This is an optimization exercise on Yosys and OpenROAD, whose aim is small area, a short achievable clock period and few clock cycles, not a production implementation. Only simulation tests tie the RTL to the original design; equivalence was not proved. Power is estimated from default activity; no workload was simulated.

<file path="flow/design.v">
module preamble_detector (
    input  wire        clk,
    input  wire        rst,
    input  wire        req_valid,
    input  wire        req_write,
    input  wire [12:0] req_addr,
    input  wire [31:0] req_wdata,
    input  wire [3:0]  req_be,
    output reg         resp_valid,
    output reg  [31:0] resp_rdata,
    output reg         resp_err
);
    localparam integer CAP_BITS_MAX = 1024;
    localparam [23:0]  PREAMBLE     = 24'hAAA598;
    localparam [3:0] R_NONE     = 4'd0;
    localparam [3:0] R_NOTFOUND = 4'd1;
    localparam [3:0] R_SHORT    = 4'd2;
    localparam [3:0] R_MISMATCH = 4'd3;
    localparam [3:0] R_ILLEGAL  = 4'd4;
    localparam [3:0] R_PRECOND  = 4'd5;
    localparam [2:0] C_DECODE   = 3'd1;
    localparam [2:0] C_LOCATE   = 3'd2;
    localparam [2:0] C_EXTRACT  = 3'd3;
    localparam [2:0] C_VALIDATE = 3'd4;
    localparam [2:0] C_FIELDS   = 3'd5;
    localparam [2:0] C_CLEAR    = 3'd6;
    localparam [2:0] C_ILLEGAL  = 3'd7;
    localparam [1:0] S_IDLE  = 2'd0;
    localparam [1:0] S_START = 2'd1;
    localparam [1:0] S_SCAN  = 2'd2;
    localparam [1:0] S_EXT   = 2'd3;
    reg [31:0] cap_mem [0:31];    
    reg        ctrl_inv;
    reg [10:0] cap_len;
    reg [15:0] start_off;
    reg [9:0]  mk;                
    reg        st_done;
    reg [3:0]  st_reason;
    reg        st_found, st_extracted, st_valid, st_reading;
    reg        st_err_busy;
    reg [287:0] fb;               
    reg         fb_zero;          
    reg         fb_agree;         
    reg [1:0]  state;
    reg [2:0]  eng_cmd;
    reg [4:0]  ra;                
    reg [1:0]  fill;              
    reg [4:0]  wi;                
    reg        forced;            
    reg [4:0]  preg;              
    reg [3:0]  ecnt;              
    reg        agree_acc;
    reg [31:0] rw, b1, b2;        
    wire st_busy = (state != S_IDLE);
    wire        legal    = (req_addr[1:0] == 2'b00) && (!req_write || req_be == 4'b1111);
    wire        do_write = req_valid && legal && req_write;
    wire [10:0] waddr    = req_addr[12:2];
    wire        in_cap   = req_addr[12];
    wire        a_ctrl   = (waddr == 11'h002);
    wire        a_cmd    = (waddr == 11'h003);
    wire        a_status = (waddr == 11'h004);
    wire        a_len    = (waddr == 11'h005);
    wire        a_start  = (waddr == 11'h006);
    wire        input_wr  = do_write && (a_ctrl || a_cmd || a_len || a_start || in_cap);
    wire        busy_drop = input_wr && st_busy;
    wire        idle_wr   = do_write && !st_busy;
    wire        clr_found_by_host = idle_wr && (a_ctrl || a_len || a_start || in_cap);
    wire        issue     = idle_wr && a_cmd && (req_wdata != 32'd0);
    wire [2:0]  issue_cmd = (req_wdata[31:3] != 29'd0) ? C_ILLEGAL :
                            (req_wdata[2:0] == 3'd0)  ? C_ILLEGAL : req_wdata[2:0];
    wire        go        = !(req_valid && in_cap);
    wire [4:0]  eng_addr  = st_busy ? ra : start_off[9:5];
    wire [4:0]  port_addr = go ? eng_addr : req_addr[6:2];
    wire [31:0] port_word = cap_mem[port_addr];
    wire [7:0]  b3 = fb[287-24 -: 8];
    wire [7:0]  b4 = fb[287-32 -: 8];
    wire [7:0]  b5 = fb[287-40 -: 8];
    wire [7:0]  b6 = fb[287-48 -: 8];
    wire [7:0]  b7 = fb[287-56 -: 8];
    wire [7:0]  b8 = fb[287-64 -: 8];
    wire [7:0]  b9 = fb[287-72 -: 8];
    wire [11:0] f_rain     = {b7, b8[7:4]};
    wire [18:0] f_rain_hmm = f_rain * 19'd75;
    wire [3:0]  f_dir      = b9[3:0];
    wire [11:0] f_dir_deg  = f_dir * 12'd225;
    reg [23:0] f_label;
    always @* begin
        case (f_dir)
            4'd0:  f_label = 24'h20204E;    
            4'd1:  f_label = 24'h4E4E45;    
            4'd2:  f_label = 24'h204E45;    
            4'd3:  f_label = 24'h454E45;    
            4'd4:  f_label = 24'h202045;    
            4'd5:  f_label = 24'h455345;    
            4'd6:  f_label = 24'h205345;    
            4'd7:  f_label = 24'h535345;    
            4'd8:  f_label = 24'h202053;    
            4'd9:  f_label = 24'h535357;    
            4'd10: f_label = 24'h205357;    
            4'd11: f_label = 24'h575357;    
            4'd12: f_label = 24'h202057;    
            4'd13: f_label = 24'h574E57;    
            4'd14: f_label = 24'h204E57;    
            default: f_label = 24'h4E4E57;  
        endcase
    end
    reg [31:0] fbword;
    always @* begin
        case (req_addr[5:2])
            4'd0: fbword = fb[287:256];
            4'd1: fbword = fb[255:224];
            4'd2: fbword = fb[223:192];
            4'd3: fbword = fb[191:160];
            4'd4: fbword = fb[159:128];
            4'd5: fbword = fb[127:96];
            4'd6: fbword = fb[95:64];
            4'd7: fbword = fb[63:32];
            4'd8: fbword = fb[31:0];
            default: fbword = 32'd0;
        endcase
        if (fb_zero)
            fbword = 32'd0;
    end
    reg [31:0] rdata;
    always @* begin
        rdata = 32'd0;
        if (in_cap) begin
            if (req_addr[11:7] == 5'd0)
                rdata = port_word;
        end else if (req_addr[11:6] == 6'h04) begin
            rdata = fbword;
        end else if (req_addr[11:6] == 6'h00) begin
            case (req_addr[5:2])
                4'h0: rdata = {16'd0, 8'd12, 3'd0, 1'b0, 4'd3};           
                4'h1: rdata = CAP_BITS_MAX;                               
                4'h2: rdata = {31'd0, ctrl_inv};                          
                4'h3: rdata = 32'd0;                                      
                4'h4: rdata = {15'd0, st_err_busy, 4'd0, st_reason, 1'b0,
                               st_reading, st_valid, st_extracted, st_found,
                               (st_reason != R_NONE), st_done, st_busy};  
                4'h5: rdata = {21'd0, cap_len};
                4'h6: rdata = {16'd0, start_off};
                4'h7: rdata = st_found ? {22'd0, mk} : 32'h0000FFFF;
                4'h8: rdata = st_reading ? {15'd0, (b4[7:4] == 4'hF), 4'd0, b4[7:4], b3} : 32'd0;
                4'h9: rdata = st_reading ? {20'd0, b4[3:0], b5} : 32'd0;
                4'hA: rdata = st_reading ? {24'd0, b6} : 32'd0;
                4'hB: rdata = st_reading ? {20'd0, f_rain} : 32'd0;
                4'hC: rdata = st_reading ? {13'd0, f_rain_hmm} : 32'd0;
                4'hD: rdata = st_reading ? {24'd0, b8[3:0], b9[7:4]} : 32'd0;
                4'hE: rdata = st_reading ? {4'd0, f_dir_deg, 12'd0, f_dir} : 32'd0;
                default: rdata = st_reading ? {8'd0, f_label} : 32'd0;
            endcase
        end
    end
    always @(posedge clk) begin
        if (rst) begin
            resp_valid <= 1'b0;
            resp_rdata <= 32'd0;
            resp_err   <= 1'b0;
        end else begin
            resp_valid <= req_valid;
            resp_rdata <= (req_valid && legal && !req_write) ? rdata : 32'd0;
            resp_err   <= req_valid && !legal;
        end
    end
    always @(posedge clk) begin
        if (!rst && idle_wr && in_cap && req_addr[11:7] == 5'd0)
            cap_mem[req_addr[6:2]] <= req_wdata;
    end
    wire [63:0] mw = {b1, rw};
    reg  [31:0] mraw;
    integer mp;
    always @* begin
        for (mp = 0; mp < 32; mp = mp + 1)
            mraw[mp] = (mw[63-mp -: 24] == PREAMBLE);
    end
    wire [10:0] lim24   = cap_len - 11'd24;                 
    wire [11:0] lim288  = {1'b0, cap_len} - 12'd288;        
    wire        at_first = (wi == start_off[9:5]);
    wire        at_last  = (wi == lim24[9:5]);
    wire        s_below  = !lim288[11] && (wi < lim288[9:5]);
    wire        s_at     = !lim288[11] && (wi == lim288[9:5]);
    reg [31:0] mv, smask;
    integer mq;
    always @* begin
        for (mq = 0; mq < 32; mq = mq + 1) begin
            mv[mq] = mraw[mq]
                   && (!at_first || mq >= start_off[4:0])
                   && (!at_last  || mq <= lim24[4:0]);
            smask[mq] = s_below || (s_at && mq <= lim288[4:0]);
        end
    end
    wire any_match = |mv;
    wire suff      = |(mv & smask);
    reg [4:0] pfirst;
    integer pf;
    always @* begin
        pfirst = 5'd0;
        for (pf = 31; pf >= 0; pf = pf - 1)
            if (mv[pf])
                pfirst = pf[4:0];
    end
    wire [63:0] fw    = {b2, b1} << preg;
    wire [31:0] fword = fw[63:32];
    wire [31:0] cmask = (ecnt == 4'd5 || ecnt == 4'd8) ? 32'hFFFFFF00 : 32'hFFFFFFFF;
    wire        w_eq  = (((fword ^ fb[95:64]) & cmask) == 32'd0);
    wire        agree_now = agree_acc && (ecnt < 4'd3 || w_eq);
    always @(posedge clk) begin
        if (go) begin
            rw <= port_word ^ {32{ctrl_inv}};
            b1 <= rw;
            b2 <= b1;
            if (state == S_EXT)
                fb <= {fb[255:0], fword};
        end
    end
    task finish;
        input [3:0] code;
        begin
            st_done   <= 1'b1;
            st_reason <= code;
            state     <= S_IDLE;
        end
    endtask
    always @(posedge clk) begin
        if (rst) begin
            ctrl_inv     <= 1'b0;
            cap_len      <= 11'd0;
            start_off    <= 16'd0;
            st_done      <= 1'b0;
            st_reason    <= R_NONE;
            st_found     <= 1'b0;
            st_extracted <= 1'b0;
            st_valid     <= 1'b0;
            st_reading   <= 1'b0;
            st_err_busy  <= 1'b0;
            fb_zero      <= 1'b1;
            state        <= S_IDLE;
        end else begin
            if (busy_drop)
                st_err_busy <= 1'b1;
            else if (do_write && a_status && req_wdata[16])
                st_err_busy <= 1'b0;
            if (idle_wr && a_ctrl)
                ctrl_inv <= req_wdata[0];
            if (idle_wr && a_len)
                cap_len <= (req_wdata[15:0] > CAP_BITS_MAX) ? CAP_BITS_MAX[10:0] : req_wdata[10:0];
            if (idle_wr && a_start)
                start_off <= req_wdata[15:0];
            if (clr_found_by_host)
                st_found <= 1'b0;
            if (issue) begin
                st_done   <= 1'b0;
                eng_cmd   <= issue_cmd;
                state     <= S_START;
            end
            case (state)
                S_IDLE: begin
                    fill <= go ? 2'd1 : 2'd0;
                    ra   <= start_off[9:5] + 5'd1;
                end
                S_START: begin
                    if (go) begin
                        ra   <= ra + 5'd1;
                        fill <= (fill == 2'd0) ? 2'd1 : 2'd2;
                    end
                    case (eng_cmd)
                        C_DECODE, C_LOCATE: begin
                            st_found     <= 1'b0;
                            st_extracted <= 1'b0;
                            st_valid     <= 1'b0;
                            st_reading   <= 1'b0;
                            forced       <= 1'b0;
                            wi           <= start_off[9:5];
                            if (cap_len < 11'd24 || start_off > {5'd0, lim24})
                                finish(R_NOTFOUND);
                            else
                                state <= S_SCAN;
                        end
                        C_EXTRACT: begin
                            if (!st_found)
                                finish(R_PRECOND);
                            else begin
                                st_extracted <= 1'b0;
                                st_valid     <= 1'b0;
                                st_reading   <= 1'b0;
                                if ({2'b0, mk} + 12'd288 > {1'b0, cap_len})
                                    finish(R_SHORT);
                                else begin
                                    forced <= 1'b1;
                                    wi     <= mk[9:5];
                                    ra     <= mk[9:5];
                                    fill   <= 2'd0;
                                    state  <= S_SCAN;
                                end
                            end
                        end
                        C_VALIDATE: begin
                            if (!st_extracted)
                                finish(R_PRECOND);
                            else begin
                                st_valid   <= fb_agree;
                                st_reading <= 1'b0;
                                finish(fb_agree ? R_NONE : R_MISMATCH);
                            end
                        end
                        C_FIELDS: begin
                            if (!st_valid)
                                finish(R_PRECOND);
                            else begin
                                st_reading <= 1'b1;
                                finish(R_NONE);
                            end
                        end
                        C_CLEAR: begin
                            st_found     <= 1'b0;
                            st_extracted <= 1'b0;
                            st_valid     <= 1'b0;
                            st_reading   <= 1'b0;
                            fb_zero      <= 1'b1;
                            finish(R_NONE);
                        end
                        default: finish(R_ILLEGAL);
                    endcase
                end
                S_SCAN: begin
                    if (go) begin
                        ra   <= ra + 5'd1;
                        fill <= (fill == 2'd0) ? 2'd1 : 2'd2;
                        if (fill == 2'd2) begin
                            if (forced) begin
                                preg      <= mk[4:0];
                                ecnt      <= 4'd0;
                                agree_acc <= 1'b1;
                                state     <= S_EXT;
                            end else if (any_match) begin
                                st_found <= 1'b1;
                                mk       <= {wi, pfirst};
                                if (eng_cmd == C_LOCATE)
                                    finish(R_NONE);
                                else if (!suff)
                                    finish(R_SHORT);
                                else begin
                                    preg      <= pfirst;
                                    ecnt      <= 4'd0;
                                    agree_acc <= 1'b1;
                                    state     <= S_EXT;
                                end
                            end else if (at_last)
                                finish(R_NOTFOUND);
                            else
                                wi <= wi + 5'd1;
                        end
                    end
                end
                default: begin
                    if (go) begin
                        ra        <= ra + 5'd1;
                        ecnt      <= ecnt + 4'd1;
                        agree_acc <= agree_now;
                        if (ecnt == 4'd8) begin
                            st_extracted <= 1'b1;
                            fb_zero      <= 1'b0;
                            fb_agree     <= agree_now;
                            if (eng_cmd == C_DECODE) begin
                                st_valid   <= agree_now;
                                st_reading <= agree_now;
                                finish(agree_now ? R_NONE : R_MISMATCH);
                            end else
                                finish(R_NONE);
                        end
                    end
                end
            endcase
        end
    end
endmodule
</file>
<file path="flow/run.sh">
#!/bin/bash
# synth_recipe.tcl (not shown) runs the flow's synth.tcl, then flattens the netlist and writes it again
# the make line also repeats each setting of config.mk as NAME=value (left out here)
make -C /OpenROAD-flow-scripts/flow DESIGN_CONFIG=/design/flow/config.mk WORK_HOME=/design/flow/orfs CLKGATE_MAP_FILE= SYNTH_SCRIPT=/design/flow/synth_recipe.tcl finish
</file>
<file path="flow/config.mk">
export PLATFORM = sky130hd
export DESIGN_NAME = preamble_detector
export DESIGN_NICKNAME = preamble_detector
export VERILOG_FILES = /design/flow/design.v
export SDC_FILE = /design/flow/constraint.sdc
export NUM_CORES = 4
export LEC_CHECK = 0
export CAP_MARGIN = 20
export CORE_MARGIN = 2
export CORE_UTILIZATION = 30
export SLEW_MARGIN = 20
</file>
<file path="flow/constraint.sdc">
create_clock -name core_clock -period 10.0 [get_ports {clk}]
set_input_delay 2.0000 -clock core_clock [delete_from_list [all_inputs] [get_ports {clk}]]
set_output_delay 2.0000 -clock core_clock [all_outputs]
set_load 0.01 [all_outputs]
</file>
==> results.cfg, run 1 <==
[status]
status = complete, no violations

[global_route]
grt_overflow = 0
antenna_found_initial = 15
grt_pass1_wl_mm = 329
grt_pass1_vias = 43588
grtUsageTotal_pct = 18.6
grt_start_max_net_pins = 156

[route]
drc = 0
drt_wl_total_mm = 232
routed_via_density = 5.65
first_iter_violations = 6631
num_vias = 45577
ant_nets = 0
wl_per_cell_um = 28.7
firstDrtPassIters = 10

[hold_path]
hold_path.class = reg2reg
worstHoldStart = rw[6]
whs_path_depth = 0

[logic_synthesis]
synth_top_family_by_area = multiplexers
synth_compound_area_share_pct = 8.66
yosys.area_share.simple_pct = 8.84
syn_area_per_cell_um2 = 15.0
synthCells = 4714
synth.top_cell.area_share_pct = 61.2
synth_cell_types = 107
synthFlopType = edfxtp_1
ys_seq_area_share_pct = 63.7
async_flop_share_pct = 0
synth_fa_ha_area_share_pct = 2.41
synth.most_common_cell = edfxtp_1
synth_xor_area_share_pct = 1.52
synth_warnings = 1
synth_edf_count = 1445
synthTopCellsByArea = edfxtp_1 (61%), mux4_2 (9.9%), dfxtp_1 (2.5%), ha_1 (1.9%), mux2i_1 (1.8%)
synthTopCellsByCount = edfxtp_1 (1445), mux4_2 (313), nor2_1 (258)
syn_nets = 4893
synth_seq_cells = 1535
synth.mux.area_fraction_pct = 12.4
syn_area_um2 = 70900
synth_top_area_cell = edfxtp_1

[run]
cap_violations = 0

[placed_design]
place_hpwl_mm = 148
gp_congestion = 0.942
io_buffers = 86

[clock_network]
cts_setup_buffers = 0
cts-hold-fix-buffers = 0
cts_made_buffers = 151
ctsResizeCount = 0
max-clock-path-buffers = 3
htree_levels = 4
worstSkewPairLatency_ns = 0.81
cts_tree = yes
clkTransAtPathRegs_ns = 0.06
cts-root-buf = clkbuf_16
cts_num_sinks = 1535

[setup_path]
crit_type = in2reg
cp_max_fo = 31
start_kind = input port
critical_path.slowest_cell = clkdlybuf4s50_1
crit_buf_inv = 4
setup.worst_path.end_class = register
slowest_delay_ns = 0.64
cp.required_ns = 10.67
cp.depth = 15
worstPathArrival_ns = 6.92
reg2regPathDepth = 15
critPathTopFamily = compound AO/OA/AOI/OAI gates
reg2reg_from = cap_len[4]
path_cells = clkdlybuf4s50_1 > and2_0 > buf_4 > nor2_1 > a21oi_4 > buf_12 > buf_4 > mux4_2 > nor2b_1 > a211oi_1 > a211oi_1 > a21oi_1 > nor2_1 > a211oi_1 > nor2_1
critPathLaunch = req_addr[12]

[sta]
setup_tns_ns = 0
finalSetupViolations = 0
rsz0062_at_grt = false
hold_viol_final = 0
post-route-period-util_pct = 62.6
skew_ns = 0.0341
max_slew_margin_pct = 22.4
maxSlewViolCount = 0
max_freq_mhz = 160
worstMarginPinSlew_ns = 1.15
fin_crit_ns = 6.26

[floorplanning]
rows = 178
dieArea_um2 = 240000
start_util_pct = 30.2
io_pins = 87
core-area_um2 = 235000
die_x_um = 490
die_height_um = 490

[cells_and_area]
final_nets = 4970
multi_input_area_um2 = 24400
nFillCells = 22603
seqCellArea_um2 = 45200
layout-drive-gt1-share_pct = 16.9
area_growth_pct = 14.0

[pwr]
p_per_area_nw_per_um2 = 168
p_total_uw = 13600
p_leak_uw = 0.0260
ir_drop_uv = 135
layout by cell type (no fill, tap or decap), types with 129 or more instances in the layout:
master and instances:
buf_4 137, mux2i_1 130, nand3_1 134, edfxtp_1 1445, a21oi_1 195, clkbuf_16 157, a211oi_1 129, mux4_2 313
nand2_1 224, nor2_1 225
where the power goes:
| group | switching, uW | internal [uW] |
|---|---|---|
| clock network | 2490 | 3150 |
| logic | 461 | 279 |
| registers | 125 | 7060 |
| total | 3080 | 10500 |
state kept, by name, summed over array words and instances (netlist names), 2 cells and up:
register    count
rw             32
cap_mem      1024
preg            5
resp_rdata     32
fill            2
b1             32
eng_cmd         3
b2             32
ra              5
f_label        16
wi              5
cap_len        11
st_reason       3
ecnt            4
fb            288
start_off      16
state           2
mk             10
logic make-up after synthesis:
kind of cell	count (synthesis)
AOI/OAI and AO/OA	865
xor gates and xnor gates	117
adders and majority gates	126
buffers and inverters	422
DFF	1535
muxes	482
and+or+nand+nor	1167
layer usage:
metal  track usage, %  up-vias  wire length [um]  part of all wire (%)
met5                0        -                83                 0.036
li1                 -    19147                 -                     -
met3             3.69      410             20600                   8.9
met2             28.4     2415            105000                    45
met1             26.3    23595             97500                    42
met4             6.84       10              8510                   3.7
layout make-up:
| type | instances | area share [%] |
|---|---|---|
| sequential | 1535 | 55.9 |
| multi-input combinational | 2757 | 30.1 |
| clock buffer | 190 | 5.06 |
| tap | 3150 | 4.88 |
| timing repair buffer | 233 | 2.52 |
| clock inverter | 81 | 0.943 |
| inverter | 113 | 0.528 |
| antenna | 7 | 0.0217 |
through the flow:
stage	setup slack [ns]	area (um2)	util, %	hold slack [ns]	instances
2_1_floorplan	2.12	70900	-	0.400	4714
3_3_place_gp	2.91	76000	32.3	0.403	7787
3_5_place_dp	2.87	76000	32.3	0.407	7788
4_1_cts	3.73	80900	34.4	0.422	8059
5_1_grt	3.44	80800	34.4	0.430	8061
6_report	3.74	80800	34.4	0.422	8066
final timing paths:
check / end / slack [ns]
min: b1[6] / 0.42
max: resp_rdata[19] / 3.74
min reg2reg: b1[6] / 0.42
max reg2reg: preg[4] / 4.25
Testbench counts, summed over its fixed seeds: cycles 16,260.
==> run 2: changes to the inputs <==
--- a/flow/design.v
+++ b/flow/design.v
@@ -43,2 +43,3 @@
     reg         fb_agree;         
+    reg [31:0] skip;              
     reg [1:0]  state;
@@ -52,3 +53,9 @@
     reg        agree_acc;
+    reg [4:0]  lw_r, lp_r;        
+    reg        l2ok_r;            
+    reg [4:0]  l2w_r, l2p_r;      
     reg [31:0] rw, b1, b2;        
+    reg [4:0]  rw_idx;            
+    reg        rw_w;              
+    reg        pair_ok;           
     wire st_busy = (state != S_IDLE);
@@ -68,8 +75,34 @@
     wire        issue     = idle_wr && a_cmd && (req_wdata != 32'd0);
+    wire        cap_store = idle_wr && in_cap && (req_addr[11:7] == 5'd0);
     wire [2:0]  issue_cmd = (req_wdata[31:3] != 29'd0) ? C_ILLEGAL :
                             (req_wdata[2:0] == 3'd0)  ? C_ILLEGAL : req_wdata[2:0];
+    reg [31:0] cand;
+    reg [31:0] c_oh;              
+    reg [4:0]  c_word;
+    reg        c_seen;
+    integer ci;
+    always @* begin
+        for (ci = 0; ci < 32; ci = ci + 1)
+            cand[ci] = (ci >= start_off[9:5]) && (ci == 31 || !skip[ci]);
+        c_seen = 1'b0;
+        c_word = 5'd0;
+        for (ci = 0; ci < 32; ci = ci + 1) begin
+            c_oh[ci] = cand[ci] && !c_seen;
+            if (cand[ci] && !c_seen)
+                c_word = ci;
+            c_seen = c_seen || cand[ci];
+        end
+    end
     wire        go        = !(req_valid && in_cap);
-    wire [4:0]  eng_addr  = st_busy ? ra : start_off[9:5];
-    wire [4:0]  port_addr = go ? eng_addr : req_addr[6:2];
-    wire [31:0] port_word = cap_mem[port_addr];
+    reg  [31:0] port_sel;
+    reg  [31:0] port_word;
+    integer pw;
+    always @* begin
+        for (pw = 0; pw < 32; pw = pw + 1)
+            port_sel[pw] = go ? (st_busy ? (ra == pw) : c_oh[pw])
+                              : (req_addr[6:2] == pw);
+        port_word = 32'd0;
+        for (pw = 0; pw < 32; pw = pw + 1)
+            port_word = port_word | (cap_mem[pw] & {32{port_sel[pw]}});
+    end
     wire [7:0]  b3 = fb[287-24 -: 8];
@@ -166,3 +199,3 @@
     always @(posedge clk) begin
-        if (!rst && idle_wr && in_cap && req_addr[11:7] == 5'd0)
+        if (!rst && cap_store)
             cap_mem[req_addr[6:2]] <= req_wdata;
@@ -170,22 +203,23 @@
     wire [63:0] mw = {b1, rw};
-    reg  [31:0] mraw;
-    integer mp;
+    reg  [31:0] mp, mn;
+    integer mq;
     always @* begin
-        for (mp = 0; mp < 32; mp = mp + 1)
-            mraw[mp] = (mw[63-mp -: 24] == PREAMBLE);
+        for (mq = 0; mq < 32; mq = mq + 1) begin
+            mp[mq] = (mw[63-mq -: 24] == PREAMBLE);
+            mn[mq] = (mw[63-mq -: 24] == ~PREAMBLE);
+        end
     end
-    wire [10:0] lim24   = cap_len - 11'd24;                 
-    wire [11:0] lim288  = {1'b0, cap_len} - 12'd288;        
+    wire        has_any = |(mp | mn);
     wire        at_first = (wi == start_off[9:5]);
-    wire        at_last  = (wi == lim24[9:5]);
-    wire        s_below  = !lim288[11] && (wi < lim288[9:5]);
-    wire        s_at     = !lim288[11] && (wi == lim288[9:5]);
+    wire        at_last  = (wi == lw_r);
+    wire        s_below  = l2ok_r && (wi < l2w_r);
+    wire        s_at     = l2ok_r && (wi == l2w_r);
     reg [31:0] mv, smask;
-    integer mq;
+    integer mi;
     always @* begin
-        for (mq = 0; mq < 32; mq = mq + 1) begin
-            mv[mq] = mraw[mq]
-                   && (!at_first || mq >= start_off[4:0])
-                   && (!at_last  || mq <= lim24[4:0]);
-            smask[mq] = s_below || (s_at && mq <= lim288[4:0]);
+        for (mi = 0; mi < 32; mi = mi + 1) begin
+            mv[mi] = (ctrl_inv ? mn[mi] : mp[mi])
+                   && (!at_first || mi >= start_off[4:0])
+                   && (!at_last  || mi <= lp_r);
+            smask[mi] = s_below || (s_at && mi <= l2p_r);
         end
@@ -200,6 +234,6 @@
             if (mv[pf])
-                pfirst = pf[4:0];
+                pfirst = pf;
     end
     wire [63:0] fw    = {b2, b1} << preg;
-    wire [31:0] fword = fw[63:32];
+    wire [31:0] fword = fw[63:32] ^ {32{ctrl_inv}};
     wire [31:0] cmask = (ecnt == 4'd5 || ecnt == 4'd8) ? 32'hFFFFFF00 : 32'hFFFFFFFF;
@@ -208,10 +242,31 @@
     always @(posedge clk) begin
-        if (go) begin
-            rw <= port_word ^ {32{ctrl_inv}};
+        if (go || cap_store) begin
+            rw <= cap_store ? req_wdata : port_word;
             b1 <= rw;
             b2 <= b1;
-            if (state == S_EXT)
-                fb <= {fb[255:0], fword};
+        end
+        if (go && state == S_EXT)
+            fb <= {fb[255:0], fword};
+    end
+    wire [4:0] rw_prev = rw_idx - 5'd1;
+    always @(posedge clk) begin
+        if (rst) begin
+            skip    <= 32'd0;
+            rw_w    <= 1'b0;
+            pair_ok <= 1'b0;
+        end else begin
+            rw_w    <= cap_store;
+            pair_ok <= cap_store && rw_w && (req_addr[6:2] == rw_idx + 5'd1);
+            if (cap_store)
+                rw_idx <= req_addr[6:2];
+            if (pair_ok)
+                skip[rw_prev] <= !has_any;
+            if (cap_store) begin
+                skip[req_addr[6:2]]         <= 1'b0;
+                skip[req_addr[6:2] - 5'd1]  <= 1'b0;
+            end
         end
     end
+    wire [10:0] lim24  = cap_len - 11'd24;                  
+    wire [11:0] lim288 = {1'b0, cap_len} - 12'd288;         
     task finish;
@@ -259,3 +314,4 @@
                     fill <= go ? 2'd1 : 2'd0;
-                    ra   <= start_off[9:5] + 5'd1;
+                    ra   <= c_word + 5'd1;
+                    wi   <= c_word;
                 end
@@ -266,2 +322,7 @@
                     end
+                    lw_r   <= lim24[9:5];
+                    lp_r   <= lim24[4:0];
+                    l2ok_r <= !lim288[11];
+                    l2w_r  <= lim288[9:5];
+                    l2p_r  <= lim288[4:0];
                     case (eng_cmd)
@@ -273,4 +334,4 @@
                             forced       <= 1'b0;
-                            wi           <= start_off[9:5];
-                            if (cap_len < 11'd24 || start_off > {5'd0, lim24})
+                            if (cap_len < 11'd24 || start_off > {5'd0, lim24} ||
+                                wi > lim24[9:5])
                                 finish(R_NOTFOUND);
--- a/flow/config.mk
+++ b/flow/config.mk
@@ -9,3 +9,6 @@
 export CORE_MARGIN = 2
-export CORE_UTILIZATION = 30
+export CORE_UTILIZATION = 55
+export CTS_CLUSTER_DIAMETER = 60
+export CTS_CLUSTER_SIZE = 24
+export SETUP_SLACK_MARGIN = 5
 export SLEW_MARGIN = 20
==> run 2 against run 1 <==
Still clean on timing, DRC and antenna. Setup slack better by 1.3 ns. Total power down 0.90%. Via count up 21%. Routed wire length up 18%. Design area up 3.5%. Combinational power up 22%. Global-route usage up 21 points. Sequential power up 2%. Worst hold slack better by 0.0064 ns. Critical endpoint is now ecnt[3]. Largest power group unchanged.
==> results.cfg, run 2 <==
[floorplanning]
die_x_um = 372
die_height_um = 372
dieArea_um2 = 138000
start_util_pct = 55.5
io_pins = 87
rows = 134
core-area_um2 = 134000

[clock_network]
htree_levels = 3
max-clock-path-buffers = 3
cts_made_buffers = 112
cts-root-buf = clkbuf_16
cts-hold-fix-buffers = 0
cts_num_sinks = 1591
clkTransAtPathRegs_ns = 0.09
cts_tree = yes
worstSkewPairLatency_ns = 0.79

[setup_path]
setup.worst_path.end_class = register
path_common_cell = buf_4
start_kind = register
cp.required_ns = 10.46
reg2reg_from = rw[30]
slowest_delay_ns = 0.48
cp_max_fo = 18
critical_path.slowest_cell = nand4bb_2
path_cells = buf_4 > nand4bb_2 > nor4_1 > nand3_1 > a221oi_4 > o21ai_0 > a41oi_2 > o41ai_1 > a41oi_1 > o311a_1 > nor2_2 > or3b_1 > a2111oi_4 > buf_4
reg2regPathDepth = 14
ff2ff_setup_slack_ns = 5.01
crit_type = reg2reg
worstPathArrival_ns = 5.46
timing.rr.end = ecnt[3]

[global_route]
grt_overflow = 0
grt_start_max_net_pins = 138
grt_pass1_vias = 51436
antenna_found_initial = 10
grt_pass1_wl_mm = 388
grtUsageTotal_pct = 39.4

[logic_synthesis]
synthTopCellsByArea = edfxtp_1 (59%), dfxtp_1 (3.3%), mux4_2 (3.1%), a222oi_1 (2.6%), nand2_1 (2.3%)
syn_area_per_cell_um2 = 13.3
synth.top_cell.area_share_pct = 59.3
synth_top_area_cell = edfxtp_1
synthCells = 5601
syn_area_um2 = 74300
synth_edf_count = 1468
ys_seq_area_share_pct = 62.7
synthTopCellsByCount = edfxtp_1 (1468), nand2_1 (448), clkbuf_1 (299)
synth_seq_cells = 1591
synth_cell_types = 102
synth_warnings = 1
synth.most_common_cell = edfxtp_1
syn_nets = 5795
async_flop_share_pct = 0
synthFlopType = edfxtp_1

[route]
firstDrtPassIters = 11
ant_nets = 0
first_iter_violations = 9182
routed_via_density = 7.29
num_vias = 55115
drc = 0
wl_per_cell_um = 36.3
drt_wl_total_mm = 275

[sta]
worstMarginPinSlew_ns = 1.11
max_slew_margin_pct = 25.8
post-route-period-util_pct = 49.9
rsz0062_at_grt = false
maxSlewViolCount = 0
fin_crit_ns = 4.99
setup_tns_ns = 0
hold_viol_final = 0
skew_ns = 0.0720
finalSetupViolations = 0
whs_ns = 0.429
max_freq_mhz = 200

[cells_and_area]
final_nets = 5892
layout_common_cells = edfxtp_1 (1468), nand2_1 (438), buf_4 (251), nor2_1 (242), a22oi_1 (222)
multi_input_area_um2 = 26900
layout-drive-gt1-share_pct = 15.2
largest_reg_flops = 1024
final_common_cell = edfxtp_1
seqCellArea_um2 = 46500
area_growth_pct = 12.6
nFillCells = 10182

[hold_path]
hold_path_end = b1[3]
hold_path.class = reg2reg
worstHoldStart = rw[3]
whs_path_depth = 0

[placed_design]
place_hpwl_mm = 179
gp_congestion = 1.01
io_buffers = 86

[status]
status = complete, no violations

[pwr]
ir_drop_uv = 214
p_leak_uw = 0.0266
p_per_area_nw_per_um2 = 161

[run]
cap_violations = 0
## run 2: cell type report
cell class	instances	share of cell area (%)
tap	1768	2.64
clock inverter	88	1.59
multi-input combinational	3479	32.2
timing repair buffer	367	3.80
sequential	1591	55.6
clock buffer	121	3.44
inverter	147	0.664
antenna	2	0.00598
## run 2: per-stage QoR
step	cells	util, %	instance area (um2)	total power (uW)	worst slack (ns)
floorplan	5601	-	74500	7870	4.85
global placement	7254	58.2	77800	8300	3.11
detailed placement	7256	58.2	77800	8300	3.00
CTS	7534	62.1	83100	13400	5.00
global route	7561	62.5	83700	13700	4.94
finish	7563	62.5	83700	13400	5.01
## run 2: worst max-delay path, delay by kind of cell, from the launching register on
kind            cells  cell delay, ns
compound gates      7            1.97
buf+inv             2            0.47
flops               1            0.41
simple gates        5            1.78
## run 2: logic make-up after synthesis
kind of cell	share of synthesized area, %
AO/OA/AOI/OAI	13.8
multiplexers	4.34
adder cells (fa/ha/maj)	2.56
XOR/XNOR	1.50
buffers and inverters	2.88
flip-flops	62.7
AND/OR/NAND/NOR	12.3
## run 2: what timing repair did
item	in CTS	in global routing
resized for setup	103	72
endpoints found under the setup margin	1174	133
buffers inserted	68	26
hold endpoints to repair	0	0
cloned	1	1
pin swaps	18	17
## run 2: layer usage
layer  up-vias  GRT usage, %  part of all wire [%]
met5         -             0                 0.019
met2      3836          60.7                    46
met4         8          22.2                   7.0
met1     27597          52.4                    36
li1      22939             -                     -
met3       735          8.00                    11
## run 2: worst max-delay path by stage
| stage | start | to | slack (ns) | cells past startpoint |
|---|---|---|---|---|
| 2_1_floorplan | req_addr[2] | rw[30] | 4.85 | 20 |
| 3_3_place_gp | req_addr[2] | rw[30] | 3.11 | 14 |
| 3_5_place_dp | req_addr[2] | rw[30] | 3.00 | 14 |
| 4_1_cts | req_addr[12] | rw[29] | 5.00 | 14 |
| 5_1_grt | fb[223] | resp_rdata[18] | 4.94 | 17 |
| 6_report | rw[30] | ecnt[3] | 5.01 | 14 |
## run 2: where the power goes
part | internal [uW] | total, uW | switching, uW
logic | 295 | 900 | 605
clock network | 2610 | 5200 | 2590
registers | 7280 | 7350 | 68.7
total | 10200 | 13400 | 3260
Testbench counts of run 2, summed over its fixed seeds: cycles 13,984.
==> run 3: changes to the inputs <==
--- a/flow/design.v
+++ b/flow/design.v
@@ -50,2 +50,4 @@
     reg        forced;            
+    reg        pre_bad;           
+    reg [4:0]  cw;                
     reg [4:0]  preg;              
@@ -56,3 +58,3 @@
     reg [4:0]  l2w_r, l2p_r;      
-    reg [31:0] rw, b1, b2;        
+    reg [31:0] rw, b1;            
     reg [4:0]  rw_idx;            
@@ -78,6 +80,18 @@
                             (req_wdata[2:0] == 3'd0)  ? C_ILLEGAL : req_wdata[2:0];
+    wire [4:0] rw_prev = rw_idx - 5'd1;
+    reg  [31:0] skip_nx;
+    always @* begin
+        skip_nx = skip;
+        if (pair_ok)
+            skip_nx[rw_prev] = !has_any;
+        if (cap_store) begin
+            skip_nx[req_addr[6:2]]        = 1'b0;
+            skip_nx[req_addr[6:2] - 5'd1] = 1'b0;
+        end
+    end
+    wire [4:0] sw_nx = (idle_wr && a_start) ? req_wdata[9:5] : start_off[9:5];
     reg [31:0] cand;
-    reg [31:0] c_oh;              
-    reg [4:0]  c_word;
+    reg [4:0]  c_nx;
     reg        c_seen;
+    reg [4:0]  c_r;               
     integer ci;
@@ -85,9 +99,8 @@
         for (ci = 0; ci < 32; ci = ci + 1)
-            cand[ci] = (ci >= start_off[9:5]) && (ci == 31 || !skip[ci]);
+            cand[ci] = (ci >= sw_nx) && (ci == 31 || !skip_nx[ci]);
         c_seen = 1'b0;
-        c_word = 5'd0;
+        c_nx   = 5'd0;
         for (ci = 0; ci < 32; ci = ci + 1) begin
-            c_oh[ci] = cand[ci] && !c_seen;
             if (cand[ci] && !c_seen)
-                c_word = ci;
+                c_nx = ci;
             c_seen = c_seen || cand[ci];
@@ -95,2 +108,5 @@
     end
+    wire        idle_ready  = (fill == 2'd2) && (c_r == cw);
+    wire        idle_second = (fill == 2'd1) && (c_r == cw);
+    wire [4:0]  idle_addr   = idle_second ? c_r + 5'd1 : c_r;
     wire        go        = !(req_valid && in_cap);
@@ -101,3 +117,3 @@
         for (pw = 0; pw < 32; pw = pw + 1)
-            port_sel[pw] = go ? (st_busy ? (ra == pw) : c_oh[pw])
+            port_sel[pw] = go ? (st_busy ? (ra == pw) : (idle_addr == pw))
                               : (req_addr[6:2] == pw);
@@ -236,3 +252,3 @@
     end
-    wire [63:0] fw    = {b2, b1} << preg;
+    wire [63:0] fw    = {b1, rw} << preg;
     wire [31:0] fword = fw[63:32] ^ {32{ctrl_inv}};
@@ -241,7 +257,8 @@
     wire        agree_now = agree_acc && (ecnt < 4'd3 || w_eq);
+    wire        hold  = ((state == S_SCAN) && (fill == 2'd2) && !pre_bad && (forced || any_match)) ||
+                        (!st_busy && idle_ready);
     always @(posedge clk) begin
-        if (go || cap_store) begin
+        if ((go && !hold) || cap_store) begin
             rw <= cap_store ? req_wdata : port_word;
             b1 <= rw;
-            b2 <= b1;
         end
@@ -250,3 +267,2 @@
     end
-    wire [4:0] rw_prev = rw_idx - 5'd1;
     always @(posedge clk) begin
@@ -256,2 +272,3 @@
             pair_ok <= 1'b0;
+            c_r     <= 5'd0;
         end else begin
@@ -261,8 +278,4 @@
                 rw_idx <= req_addr[6:2];
-            if (pair_ok)
-                skip[rw_prev] <= !has_any;
-            if (cap_store) begin
-                skip[req_addr[6:2]]         <= 1'b0;
-                skip[req_addr[6:2] - 5'd1]  <= 1'b0;
-            end
+            skip    <= skip_nx;
+            c_r     <= c_nx;
         end
@@ -277,2 +290,3 @@
             state     <= S_IDLE;
+            fill      <= 2'd0;
         end
@@ -293,2 +307,3 @@
             state        <= S_IDLE;
+            fill         <= 2'd0;
         end else begin
@@ -309,3 +324,11 @@
                 eng_cmd   <= issue_cmd;
-                state     <= S_START;
+                if (issue_cmd == C_DECODE || issue_cmd == C_LOCATE) begin
+                    st_found     <= 1'b0;
+                    st_extracted <= 1'b0;
+                    st_valid     <= 1'b0;
+                    st_reading   <= 1'b0;
+                    forced       <= 1'b0;
+                    state        <= S_SCAN;
+                end else
+                    state        <= S_START;
             end
@@ -313,29 +336,25 @@
                 S_IDLE: begin
-                    fill <= go ? 2'd1 : 2'd0;
-                    ra   <= c_word + 5'd1;
-                    wi   <= c_word;
+                    wi      <= c_r;
+                    lw_r    <= lim24[9:5];
+                    lp_r    <= lim24[4:0];
+                    l2ok_r  <= !lim288[11];
+                    l2w_r   <= lim288[9:5];
+                    l2p_r   <= lim288[4:0];
+                    pre_bad <= cap_len < 11'd24 || start_off > {5'd0, lim24} ||
+                               c_r > lim24[9:5];
+                    if (cap_store)
+                        fill <= 2'd0;
+                    else if (go && !idle_ready) begin
+                        if (idle_second) begin
+                            fill <= 2'd2;
+                            ra   <= c_r + 5'd2;
+                        end else begin
+                            fill <= 2'd1;
+                            cw   <= c_r;
+                            ra   <= c_r + 5'd1;
+                        end
+                    end
                 end
                 S_START: begin
-                    if (go) begin
-                        ra   <= ra + 5'd1;
-                        fill <= (fill == 2'd0) ? 2'd1 : 2'd2;
-                    end
-                    lw_r   <= lim24[9:5];
-                    lp_r   <= lim24[4:0];
-                    l2ok_r <= !lim288[11];
-                    l2w_r  <= lim288[9:5];
-                    l2p_r  <= lim288[4:0];
                     case (eng_cmd)
-                        C_DECODE, C_LOCATE: begin
-                            st_found     <= 1'b0;
-                            st_extracted <= 1'b0;
-                            st_valid     <= 1'b0;
-                            st_reading   <= 1'b0;
-                            forced       <= 1'b0;
-                            if (cap_len < 11'd24 || start_off > {5'd0, lim24} ||
-                                wi > lim24[9:5])
-                                finish(R_NOTFOUND);
-                            else
-                                state <= S_SCAN;
-                        end
                         C_EXTRACT: begin
@@ -350,4 +369,5 @@
                                 else begin
-                                    forced <= 1'b1;
-                                    wi     <= mk[9:5];
+                                    forced  <= 1'b1;
+                                    pre_bad <= 1'b0;
+                                    wi      <= mk[9:5];
                                     ra     <= mk[9:5];
@@ -387,4 +407,7 @@
                 S_SCAN: begin
-                    if (go) begin
-                        ra   <= ra + 5'd1;
+                    if (pre_bad)
+                        finish(R_NOTFOUND);
+                    else if (go) begin
+                        if (!hold)
+                            ra <= ra + 5'd1;
                         fill <= (fill == 2'd0) ? 2'd1 : 2'd2;
==> run 3 against run 2 <==
Sequential cell count shrank 21. Global-route usage grew 2.8 points. Register-to-register slack lost 0.07 ns. Sequential share of layout area shrank 1.9 points. Routed wire length grew 7.8%. Setup slack lost 0.10 ns. Sequential power shrank 1%. Still clean on timing, DRC and antenna. Design area grew 1.9%. Cell count grew 3.0%. Critical path type is now in2reg. Die area is essentially flat. Area after synthesis is essentially flat.
==> results.cfg, run 3 <==
[status]
status = complete, no violations

[floorplanning]
core-area_um2 = 134000
rows = 134
die_height_um = 371
io_pins = 87
die_x_um = 371
dieArea_um2 = 138000
start_util_pct = 55.5

[pwr]
p_leak_uw = 0.0275
ir_drop_uv = 181
p_per_area_nw_per_um2 = 156

[cells_and_area]
layout_common_cells = edfxtp_1 (1440), nand2_1 (361), buf_4 (348), a22oi_1 (341), nor2_1 (261)
multi_input_area_um2 = 28100
final_core_util_pct = 63.8
layout-drive-gt1-share_pct = 18.1
largest_reg_flops = 1024
final_nets = 6116
nFillCells = 9985
final_common_cell = edfxtp_1
seqCellArea_um2 = 45800
area_growth_pct = 14.9

[sta]
post-route-period-util_pct = 51.0
hold_viol_final = 0
max_slew_margin_pct = 25.4
worstMarginPinSlew_ns = 1.10
fin_crit_ns = 5.10
max_freq_mhz = 196
maxSlewViolCount = 0
finalSetupViolations = 0
skew_ns = 0.0865
layout_setup_ws_ns = 4.90
setup_tns_ns = 0
rsz0062_at_grt = true

[setup_path]
cp_max_fo = 29
worstPathArrival_ns = 5.65
path_cells = dlygate4sd2_1 > buf_12 > and2_4 > buf_4 > a311oi_4 > or2_4 > buf_4 > nor2_2 > buf_6 > and4_1 > a2111oi_0 > nand3_1 > or4_1 > nor2_1 > nor2_1
critical_path.slowest_cell = a2111oi_0
crit_buf_inv = 5
setup.worst_path.end_class = register
reg2regPathDepth = 15
ff2ff_setup_slack_ns = 4.94
crit_type = in2reg
start_kind = input port
reg2reg_from = rw[22]
critPathTopFamily = simple AND/OR/NAND/NOR gates
slowest_delay_ns = 0.77
cp.required_ns = 10.55
timing.rr.end = c_r[0]

[logic_synthesis]
synth_warnings = 1
synth.most_common_cell = edfxtp_1
synthTopCellsByArea = edfxtp_1 (58%), dfxtp_1 (3.5%), a22oi_1 (3.4%), mux4_2 (3.1%), ha_1 (2.0%)
synth.top_cell.area_share_pct = 58.3
ys_seq_area_share_pct = 61.8
synthFlopType = edfxtp_1
synth_edf_count = 1440
synth_seq_cells = 1570
syn_area_um2 = 74200
synth_top_area_cell = edfxtp_1
synthTopCellsByCount = edfxtp_1 (1440), nand2_1 (373), a22oi_1 (341)
async_flop_share_pct = 0
synthCells = 5712
syn_nets = 5904
syn_area_per_cell_um2 = 13.0
synth_cell_types = 102

[hold_path]
worstHoldStart = fb[175]
hold_path.class = reg2reg
hold_path_end = fb[207]
whs_path_depth = 0

[clock_network]
cts_num_sinks = 1570
worstSkewPairLatency_ns = 0.81
cts-hold-fix-buffers = 0
cts-root-buf = clkbuf_16
clkTransAtPathRegs_ns = 0.09
htree_levels = 3
max-clock-path-buffers = 3
cts_made_buffers = 111
cts_tree = yes

[placed_design]
place_hpwl_mm = 188
gp_congestion = 1.02
dp_slack_ns = 2.32
io_buffers = 86

[global_route]
grt_pass1_wl_mm = 410
grt_start_max_net_pins = 83
grt_overflow = 0
grtUsageTotal_pct = 42.2
antenna_found_initial = 15
grt_pass1_vias = 53622

[run]
cap_violations = 0

[route]
num_vias = 58271
first_iter_violations = 10630
drt_wl_total_mm = 296
ant_nets = 0
drc = 0
wl_per_cell_um = 38.0
firstDrtPassIters = 9
routed_via_density = 7.48
[run 3: changes by cell type after synthesis, sizes merged, moves of 20 or more]
cell,previous run,this run
and4,36,58
o22ai,59,39
edfxtp,1468,1440
nor3,94,129
a221oi,141,66
a22oi,222,341
nand4,145,234
a222oi,190,113
nand2,449,374
clkbuf,300,324
mux2i,53,76
nor4,66,119
nor2b,44,72
nor2,284,308
[run 3: final cells by class]
cell class | instances | area share, %
multi-input combinational | 3588 | 33.0
sequential | 1570 | 53.8
antenna | 7 | 0.0205
tap | 1768 | 2.59
clock buffer | 117 | 3.31
clock inverter | 85 | 1.29
inverter | 147 | 0.682
timing repair buffer | 506 | 5.33
[run 3: power by group]
| group | internal (uW) | switching [uW] | leakage (uW) | total [uW] |
|---|---|---|---|---|
| sequential | 7170 | 67.3 | 0.0141 | 7240 |
| clock | 2400 | 2570 | 0.00189 | 4970 |
| combinational | 348 | 725 | 0.0115 | 1070 |
| total | 9920 | 3360 | 0.0275 | 13300 |
[run 3: cell families after synthesis]
kind of cell,Yosys count,synth area share [%]
AND/OR/NAND/NOR,1852,13.9
flip-flops,1570,61.8
AO/OA/AOI/OAI,1255,12.7
buffers and inverters,559,2.98
multiplexers,199,4.45
adder cells (fa/ha/maj),139,2.53
XOR/XNOR,138,1.65
[run 3: how the worst max path moves through the flow]
stage                  from             end  slack [ns]  cells past startpoint
2_1_floorplan   req_addr[7]  cap_mem[30][0]        4.18                      9
3_3_place_gp   req_addr[12]          rw[31]        2.39                     14
3_5_place_dp   req_addr[12]          rw[31]        2.32                     14
4_1_cts         req_addr[7]  cap_mem[3][10]        4.95                      9
5_1_grt        req_addr[12]          rw[21]        4.95                     14
6_report       req_addr[12]           rw[4]        4.90                     15
[run 3: metrics by stage]
step / instance area, um2 / std cells / total power [uW] / hold WS, ns
2_1_floorplan: 74400 / 5712 / 7840 / 0.400
3_3_place_gp: 78000 / 7393 / 8310 / 0.407
3_5_place_dp: 78100 / 7398 / 8320 / 0.417
4_1_cts: 84200 / 7719 / 13200 / 0.409
5_1_grt: 85200 / 7781 / 13500 / 0.436
6_report: 85200 / 7788 / 13300 / 0.406
[run 3: worst register-to-register path: cells and delay by family (launching register included)]
family	cells	cell delay, ns
AND/OR/NAND/NOR	9	2.71
flip-flops	1	0.42
AO/OA/AOI/OAI	3	0.95
buffers and inverters	3	0.83
[run 3: repair_timing]
action / 4_1_cts / 5_1_grt
setup endpoints to repair: 767 / 373
resized for setup: 237 / 113
buffers inserted: 114 / 60
pin swaps: 77 / 53
gates cloned: 5 / 1
[run 3: routing by layer]
metal  up-vias  global-route usage (%)  routed length, um
li1      23447                       -                  -
met1     28940                    57.7             107000
met2      4923                    62.5             129000
met3       949                    10.1              40300
met4        12                    23.2              19700
met5         -                  0.0699                 83
Testbench counts of run 3, summed over its fixed seeds: cycles 13,784.
==> run 4: changes to the inputs <==
--- a/flow/design.v
+++ b/flow/design.v
@@ -91,7 +91,9 @@
     end
-    wire [4:0] sw_nx = (idle_wr && a_start) ? req_wdata[9:5] : start_off[9:5];
+    wire       c_change = cap_store || pair_ok ||
+                          (idle_wr && a_start && req_wdata[9:5] != start_off[9:5]);
     reg [31:0] cand;
-    reg [4:0]  c_nx;
+    reg [4:0]  c_comb;
     reg        c_seen;
     reg [4:0]  c_r;               
+    reg        c_fresh;
     integer ci;
@@ -99,8 +101,8 @@
         for (ci = 0; ci < 32; ci = ci + 1)
-            cand[ci] = (ci >= sw_nx) && (ci == 31 || !skip_nx[ci]);
+            cand[ci] = (ci >= start_off[9:5]) && (ci == 31 || !skip[ci]);
         c_seen = 1'b0;
-        c_nx   = 5'd0;
+        c_comb = 5'd0;
         for (ci = 0; ci < 32; ci = ci + 1) begin
             if (cand[ci] && !c_seen)
-                c_nx = ci;
+                c_comb = ci;
             c_seen = c_seen || cand[ci];
@@ -108,4 +110,4 @@
     end
-    wire        idle_ready  = (fill == 2'd2) && (c_r == cw);
-    wire        idle_second = (fill == 2'd1) && (c_r == cw);
+    wire        idle_ready  = c_fresh && (fill == 2'd2) && (c_r == cw);
+    wire        idle_second = c_fresh && (fill == 2'd1) && (c_r == cw);
     wire [4:0]  idle_addr   = idle_second ? c_r + 5'd1 : c_r;
@@ -273,2 +275,3 @@
             c_r     <= 5'd0;
+            c_fresh <= 1'b1;
         end else begin
@@ -279,3 +282,4 @@
             skip    <= skip_nx;
-            c_r     <= c_nx;
+            c_r     <= c_comb;
+            c_fresh <= !c_change;
         end
@@ -336,3 +340,3 @@
                 S_IDLE: begin
-                    wi      <= c_r;
+                    wi      <= c_comb;
                     lw_r    <= lim24[9:5];
@@ -343,5 +347,9 @@
                     pre_bad <= cap_len < 11'd24 || start_off > {5'd0, lim24} ||
-                               c_r > lim24[9:5];
+                               c_comb > lim24[9:5];
                     if (cap_store)
                         fill <= 2'd0;
+                    else if (!c_fresh) begin
+                        fill <= 2'd0;
+                        ra   <= c_comb;
+                    end
                     else if (go && !idle_ready) begin
==> run 4 against run 3 <==
Still clean on timing, DRC and antenna. Sequential cell count rose by 1. Utilization decreased by 0.50 points. Register-to-register slack is essentially flat. Highest routed layer unchanged.
==> results.cfg, run 4 <==
[status]
status = complete, no violations

[floorplanning]
die_x_um = 372
io_pins = 87
start_util_pct = 55.6
dieArea_um2 = 138000
die_height_um = 372
core-area_um2 = 134000
rows = 134

[run]
cap_violations = 0

[placed_design]
gp_congestion = 0.992
place_hpwl_mm = 203
dp_slack_ns = 2.35
io_buffers = 86

[setup_path]
critical_path.slowest_cell = or4_4
path_cells = clkdlybuf4s50_1 > buf_8 > inv_1 > o32ai_1 > buf_4 > nand2_4 > nor2_2 > buf_4 > a222oi_1 > o21ai_0 > or4_4 > nor2_1 > nor2_1
worstPathArrival_ns = 5.61
crit_type = in2reg
critPathLaunch = req_addr[6]
reg2reg_from = b1[19]
slowest_delay_ns = 0.66
ff2ff_setup_slack_ns = 4.95
cp.required_ns = 10.47
start_kind = input port
setup.worst_path.end_class = register
cp_max_fo = 22

[sta]
finalSetupViolations = 0
max_freq_mhz = 194
worstMarginPinSlew_ns = 1.22
layout_setup_ws_ns = 4.86
rsz0062_at_grt = true
post-route-period-util_pct = 51.4
skew_ns = 0.0795
hold_viol_final = 0
maxSlewViolCount = 0
setup_tns_ns = 0
fin_crit_ns = 5.14
max_slew_margin_pct = 18.3

[clock_network]
cts-hold-fix-buffers = 0
cts_tree = yes
clkTransAtPathRegs_ns = 0.09
cts_made_buffers = 110
cts_num_sinks = 1571
worstSkewPairLatency_ns = 0.78
max-clock-path-buffers = 3
htree_levels = 3
cts-root-buf = clkbuf_16

[cells_and_area]
final_nets = 6278
final_common_cell = edfxtp_1
largest_reg_flops = 1024
layout_common_cells = edfxtp_1 (1440), nand2_1 (439), nor2_1 (362), a22oi_1 (251), buf_4 (251)
nFillCells = 10224
final_core_util_pct = 63.3
seqCellArea_um2 = 45900
multi_input_area_um2 = 27700
layout-drive-gt1-share_pct = 14.5
area_growth_pct = 13.8

[pwr]
p_per_area_nw_per_um2 = 155
p_total_uw = 13200
p_leak_uw = 0.0276
ir_drop_uv = 180

[route]
first_iter_violations = 11637
firstDrtPassIters = 9
ant_nets = 0
wl_per_cell_um = 38.2
routed_via_density = 7.49
drt_wl_total_mm = 303
drc = 0
num_vias = 59540

[logic_synthesis]
synth.top_cell.area_share_pct = 58.1
syn_area_um2 = 74400
async_flop_share_pct = 0
synth_cell_types = 122
synth.most_common_cell = edfxtp_1
synthCells = 5949
synthFlopType = edfxtp_1
synth_warnings = 1
syn_nets = 6145
synth_edf_count = 1440
syn_area_per_cell_um2 = 12.5
synth_seq_cells = 1571
synth_top_area_cell = edfxtp_1
synthTopCellsByArea = edfxtp_1 (58%), dfxtp_1 (3.5%), a22oi_1 (2.5%), nand2_1 (2.3%), nor2_1 (2.2%)
synthTopCellsByCount = edfxtp_1 (1440), nand2_1 (452), nor2_1 (427)
ys_seq_area_share_pct = 61.6

[global_route]
grt_start_max_net_pins = 193
antenna_found_initial = 24
grt_pass1_wl_mm = 419
grt_overflow = 0
grtUsageTotal_pct = 42.9
grt_pass1_vias = 53505

[hold_path]
worstHoldStart = fb[98]
hold_path.class = reg2reg
run 4: cell types whose count changed after synthesis, sizes merged, moves of 46 or more:
cell,delta
nor2,+126
and4,-48
clkbuf,-46
o21ai,+97
nand2b,+46
a22oi,-88
nand2,+82
a22o,+75
a221oi,+118
nand4,-125
mux2i,+70
mux4,-73
a21oi,+59
run 4: power by group:
group | switching, uW | leakage (uW) | internal, uW
sequential | 62.0 | 0.0141 | 7170
clock | 2590 | 0.00184 | 2260
combinational | 764 | 0.0116 | 314
total | 3420 | 0.0276 | 9750
run 4: routing by layer:
| layer | routed length [um] | track usage [%] |
|---|---|---|
| met4 | 19400 | 21.3 |
| met3 | 44700 | 12.4 |
| met1 | 110000 | 59.5 |
| met2 | 129000 | 62.1 |
| met5 | 186 | 0 |
run 4: final cells by class:
cell class              instances  share of cell area, %
clock buffers                 118                   3.34
multi-input cells            3821                   32.7
repair buffers                425                   5.29
inverters                     153                  0.687
flip-flops and latches       1571                   54.2
clock inverters                85                   1.19
well taps                    1768                   2.61
diodes                         11                 0.0325
run 4: metrics by stage:
| step | std cells | instance area (um2) | hold WS [ns] |
|---|---|---|---|
| 3_3_place_gp | 7574 | 77600 | 0.426 |
| 3_5_place_dp | 7607 | 78400 | 0.434 |
| 6_report | 7952 | 84700 | 0.422 |
| 5_1_grt | 7944 | 84700 | 0.437 |
| 4_1_cts | 7899 | 83900 | 0.406 |
| 2_1_floorplan | 5949 | 74400 | 0.400 |
run 4: worst paths after layout:
check,end,cells after the start
worst max-delay path,rw[24],13
worst min-delay path,fb[130],0
worst max register to register,ecnt[1],13
worst min register to register,fb[130],0
run 4: worst max-delay path, delay by kind of cell:
| kind | cells | cell delay (ns) |
|---|---|---|
| buffers and inverters | 5 | 1.31 |
| AND/OR/NAND/NOR | 5 | 1.15 |
| AO/OA/AOI/OAI | 3 | 1.11 |
run 4: kinds of logic after synthesis:
logic type                 count (synthesis)  synth area share (%)
buffers and inverters                    562                  3.09
and+or+nand+nor                         1867                  13.1
adders and majority gates                144                  2.60
xor gates and xnor gates                 138                  1.64
muxes                                    200                  3.24
DFF                                     1571                  61.6
AOI/OAI and AO/OA                       1467                  14.7
run 4: repair_timing:
action                     in CTS  in global routing
pin swaps                      53                 29
gates cloned                    6                  3
resized for setup             170                 97
setup endpoints to repair    1422                797
buffers inserted               83                 39
Testbench counts of run 4, summed over its fixed seeds: cycles 13,970.
==> run 5: changes to the inputs <==
--- a/flow/design.v
+++ b/flow/design.v
@@ -254,4 +254,9 @@
     end
-    wire [63:0] fw    = {b1, rw} << preg;
-    wire [31:0] fword = fw[63:32] ^ {32{ctrl_inv}};
+    wire [63:0] fw0   = {b1, rw};
+    wire [46:0] fw4   = preg[4] ? fw0[47:1]  : fw0[63:17];
+    wire [38:0] fw3   = preg[3] ? fw4[38:0]  : fw4[46:8];
+    wire [34:0] fw2   = preg[2] ? fw3[34:0]  : fw3[38:4];
+    wire [32:0] fw1   = preg[1] ? fw2[32:0]  : fw2[34:2];
+    wire [31:0] fw    = preg[0] ? fw1[31:0]  : fw1[32:1];
+    wire [31:0] fword = fw ^ {32{ctrl_inv}};
     wire [31:0] cmask = (ecnt == 4'd5 || ecnt == 4'd8) ? 32'hFFFFFF00 : 32'hFFFFFFFF;
==> flow/flow/run.sh (new file) <==
#!/bin/bash
# Layout flow: the standard flow (standard synthesis unchanged), with
# timing repair aimed 5.5 ns below the clock period, repair free to change a
# cell's footprint, and the port buffers made with buf_4 cells.
# The full make output goes to flow_make.log in this folder; each ORFS step
# also keeps its own log under orfs/logs.
set -euo pipefail
cd "$(dirname "$0")/.."
bash standard.sh \
  SETUP_SLACK_MARGIN=5.5 \
  MATCH_CELL_FOOTPRINT=0 \
  "BUFFER_PORTS_ARGS=-buffer_cell sky130_fd_sc_hd__buf_4" \
  finish > flow_make.log 2>&1
==> flow/standard.sh (new file) <==
#!/bin/bash
# synth_recipe.tcl (not shown) runs the flow's synth.tcl, then flattens the netlist and writes it again
# the make line also repeats each setting of config.mk as NAME=value (left out here)
make -C /OpenROAD-flow-scripts/flow DESIGN_CONFIG=/design/flow/config.mk WORK_HOME=/design/flow/orfs CLKGATE_MAP_FILE= SYNTH_SCRIPT=/design/flow/synth_recipe.tcl "${@:-finish}"
removed: flow/run.sh
==> run 5 against run 4 <==
Still clean on timing, DRC and antenna. Register-to-register slack improved by 0.50 ns. Utilization rose by 0.72 points. Via count increased by 7.4%. Maximum frequency up 11%. Critical path type unchanged.
==> results.cfg, run 5 <==
[logic_synthesis]
synth_seq_cells = 1571
synthTopCellsByArea = edfxtp_1 (56%), dfxtp_1 (3.4%), a22oi_1 (3.3%), nand2_1 (2.4%), mux4_2 (2.0%)
synthFlopType = edfxtp_1
syn_area_um2 = 76800
synth_warnings = 1
synth_cell_types = 125
ys_seq_area_share_pct = 59.7
synth_top_area_cell = edfxtp_1
synth.top_cell.area_share_pct = 56.3
syn_area_per_cell_um2 = 12.4
syn_nets = 6399
synthCells = 6208
synth.most_common_cell = edfxtp_1
synthTopCellsByCount = edfxtp_1 (1440), nand2_1 (491), nor2_1 (356)
async_flop_share_pct = 0
synth_edf_count = 1440

[placed_design]
gp_congestion = 1.03
io_buffers = 86
placed_area_um2 = 80000
place_hpwl_mm = 212

[route]
num_vias = 63959
drc = 0
ant_nets = 0
first_iter_violations = 11483
wl_per_cell_um = 40.4
routed_via_density = 7.61
drt_wl_total_mm = 340
firstDrtPassIters = 9

[cells_and_area]
nFillCells = 10364
area_growth_pct = 15.8
final_core_util_pct = 64.0
largest_reg_flops = 1024
finalInstanceArea_um2 = 89000
layout_common_cells = edfxtp_1 (1440), nand2_1 (471), buf_4 (429), a22oi_1 (324), nor2_1 (296)
multi_input_area_um2 = 31100
final_nets = 6628
final_common_cell = edfxtp_1
seqCellArea_um2 = 45900
layout-drive-gt1-share_pct = 20.3

[sta]
post-route-period-util_pct = 46.5
fin_crit_ns = 4.65
worstMarginPinSlew_ns = 1.23
max_slew_margin_pct = 18.0
setup_tns_ns = 0
finalSetupViolations = 0
skew_ns = 0.0977
maxSlewViolCount = 0
rsz0062_at_grt = true
hold_viol_final = 0
max_freq_mhz = 215

[setup_path]
critical_path.slowest_cell = a221oi_1
cp_max_fo = 7
cp.required_ns = 10.60
reg2regPathDepth = 12
path_common_cell = buf_12
reg2reg_from = b1[21]
slowest_delay_ns = 0.66
ff2ff_setup_slack_ns = 5.45
start_kind = input port
worstPathArrival_ns = 5.25
timing.rr.end = skip[14]
setup.worst_path.end_class = register
crit_type = in2reg
path_cells = buf_12 > and2_4 > buf_12 > buf_4 > or3_1 > o21ai_2 > a21oi_4 > buf_12 > buf_12 > mux2i_1 > o21ai_1 > a221oi_1 > and4_1 > nand2_1 > nand2_1 > a31oi_1

[clock_network]
max-clock-path-buffers = 3
cts-root-buf = clkbuf_16
clkTransAtPathRegs_ns = 0.07
cts_made_buffers = 105
cts_num_sinks = 1571
htree_levels = 3
cts_tree = yes
worstSkewPairLatency_ns = 0.80

[global_route]
grt_start_max_net_pins = 190
top_usage_layer = met2
antenna_found_initial = 24
grtUsageMet3_pct = 13.2
grt_overflow = 0
grt_pass1_vias = 58116
gr-usage-met1_pct = 58.5
met2_usage_pct = 67.3
grt_pass1_wl_mm = 457
grtUsageTotal_pct = 45.9

[pwr]
ir_drop_uv = 199
p_per_area_nw_per_um2 = 149
p_leak_uw = 0.0293

[floorplanning]
start_util_pct = 55.3
die_height_um = 378
core-area_um2 = 139000
rows = 137
io_pins = 87
dieArea_um2 = 143000
die_x_um = 378

[run]
cap_violations = 0

[status]
status = complete, no violations

[hold_path]
whs_path_depth = 0
hold_path_end = fb[190]
worstHoldStart = fb[158]
hold_path.class = reg2reg
## run 5: cell count changes in the layout (fill, tap and decap cells not counted), sizes merged, moves of 42 or more
cell,change
buf,+198
a22oi,+88
clkdlybuf4s50,-78
nor2,-77
mux2i,-67
a222oi,-59
nand4,+58
a221oi,-43
o21ai,-42
## run 5: cell families after synthesis
family	after synthesis	share of synthesized area (%)
xor gates and xnor gates	140	1.65
DFF	1571	59.7
buffers and inverters	594	3.28
and+or+nand+nor	2010	14.1
adders and majority gates	139	2.44
AOI/OAI and AO/OA	1557	15.0
muxes	197	3.76
## run 5: area by class of cell
cell class                      count  area share, %
Timing Repair Buffer              558           6.11
Antenna cell                       13         0.0366
Clock buffer                      115           3.05
Inverter                          154          0.696
Timing Repair inverter              2         0.0183
Multi-Input combinational cell   4045           35.0
Sequential cell                  1571           51.6
Tap cell                         1876           2.64
Clock inverter                     72          0.917
## run 5: how the worst max path moves through the flow
stage	slack, ns	from	to	cells after the start
4_1_cts	5.46	req_valid	resp_rdata[11]	16
2_1_floorplan	5.12	req_valid	rw[29]	11
6_report	5.35	req_addr[12]	resp_rdata[9]	16
5_1_grt	5.40	fb[223]	resp_rdata[14]	17
3_5_place_dp	3.09	req_addr[12]	rw[15]	15
3_3_place_gp	3.29	req_addr[12]	rw[15]	15
## run 5: through the flow
stage	instances	hold WS, ns	total power, uW	setup slack [ns]
6_report	8406	0.403	13200	5.35
3_3_place_gp	7923	0.429	8490	3.29
3_5_place_dp	7923	0.433	8490	3.09
5_1_grt	8394	0.410	13400	5.40
2_1_floorplan	6208	0.400	7930	5.12
4_1_cts	8286	0.391	13100	5.46
## run 5: critical path, delay by kind of cell
kind | cells | cell delay (ns)
simple gates | 5 | 1.11
compound gates | 5 | 1.19
buf+inv | 5 | 0.74
mux | 1 | 0.16
## run 5: where the power goes
part	total, uW	internal [uW]	switching, uW
Combinational	1380	429	952
Sequential	7230	7170	56.3
Clock	4630	2160	2460
## run 5: per-layer routing
layer	up-vias	wire length (um)
met1	31360	115000
li1	25218	-
met3	1441	47400
met2	5910	145000
met5	-	234
met4	30	32100
## run 5: repair_timing
action / in CTS / in global routing
cloned: 15 / 12
resized for setup: 367 / 241
endpoints found under the hold margin: 0 / 0
buffers inserted: 161 / 95
endpoints found under the setup margin: 1413 / 179
pin swaps: 85 / 101
hold buffers: 0 / 0
Testbench counts of run 5, summed over its fixed seeds: cycles 13,970.

==> what the ideal ports hide <==
The results above use ideal ports. As a check the final layouts listed here were re-extracted and re-timed, cells and wires unchanged. Step 1, drivers: a clkbuf_16 drives clk and a buf_2 each remaining input, both assumed. Step 2 adds t to the input delays and takes it off the output delays; t is the mean of the earliest and latest rising clock arrival at the registers after step 1. Input paths then give back, and output paths get back, about the clock's delay inside the block. Slacks: no drivers / after step 1 / after step 2; pairs: no drivers / after step 1.
| run | shift t [ns] | setup WS [ns] | slew at the worst register clock pin (ns) |
|---|---|---|---|
| run 1 | 0.873 | 3.743 / 3.766 / 2.893 | 0.07 / 0.07 |
| run 2 | 0.837 | 5.006 / 5.006 / 4.234 | 0.09 / 0.09 |
| run 3 | 0.849 | 4.904 / 4.943 / 4.112 | 0.09 / 0.09 |
| run 4 | 0.823 | 4.856 / 4.918 / 4.095 | 0.10 / 0.10 |
| run 5 | 0.832 | 5.354 / 5.242 / 4.410 | 0.10 / 0.10 |
After both steps setup and hold are still met in every run listed. The setup slack of run 5, which loses most, moves by -0.112 ns with the drivers and by -0.944 ns with both steps.
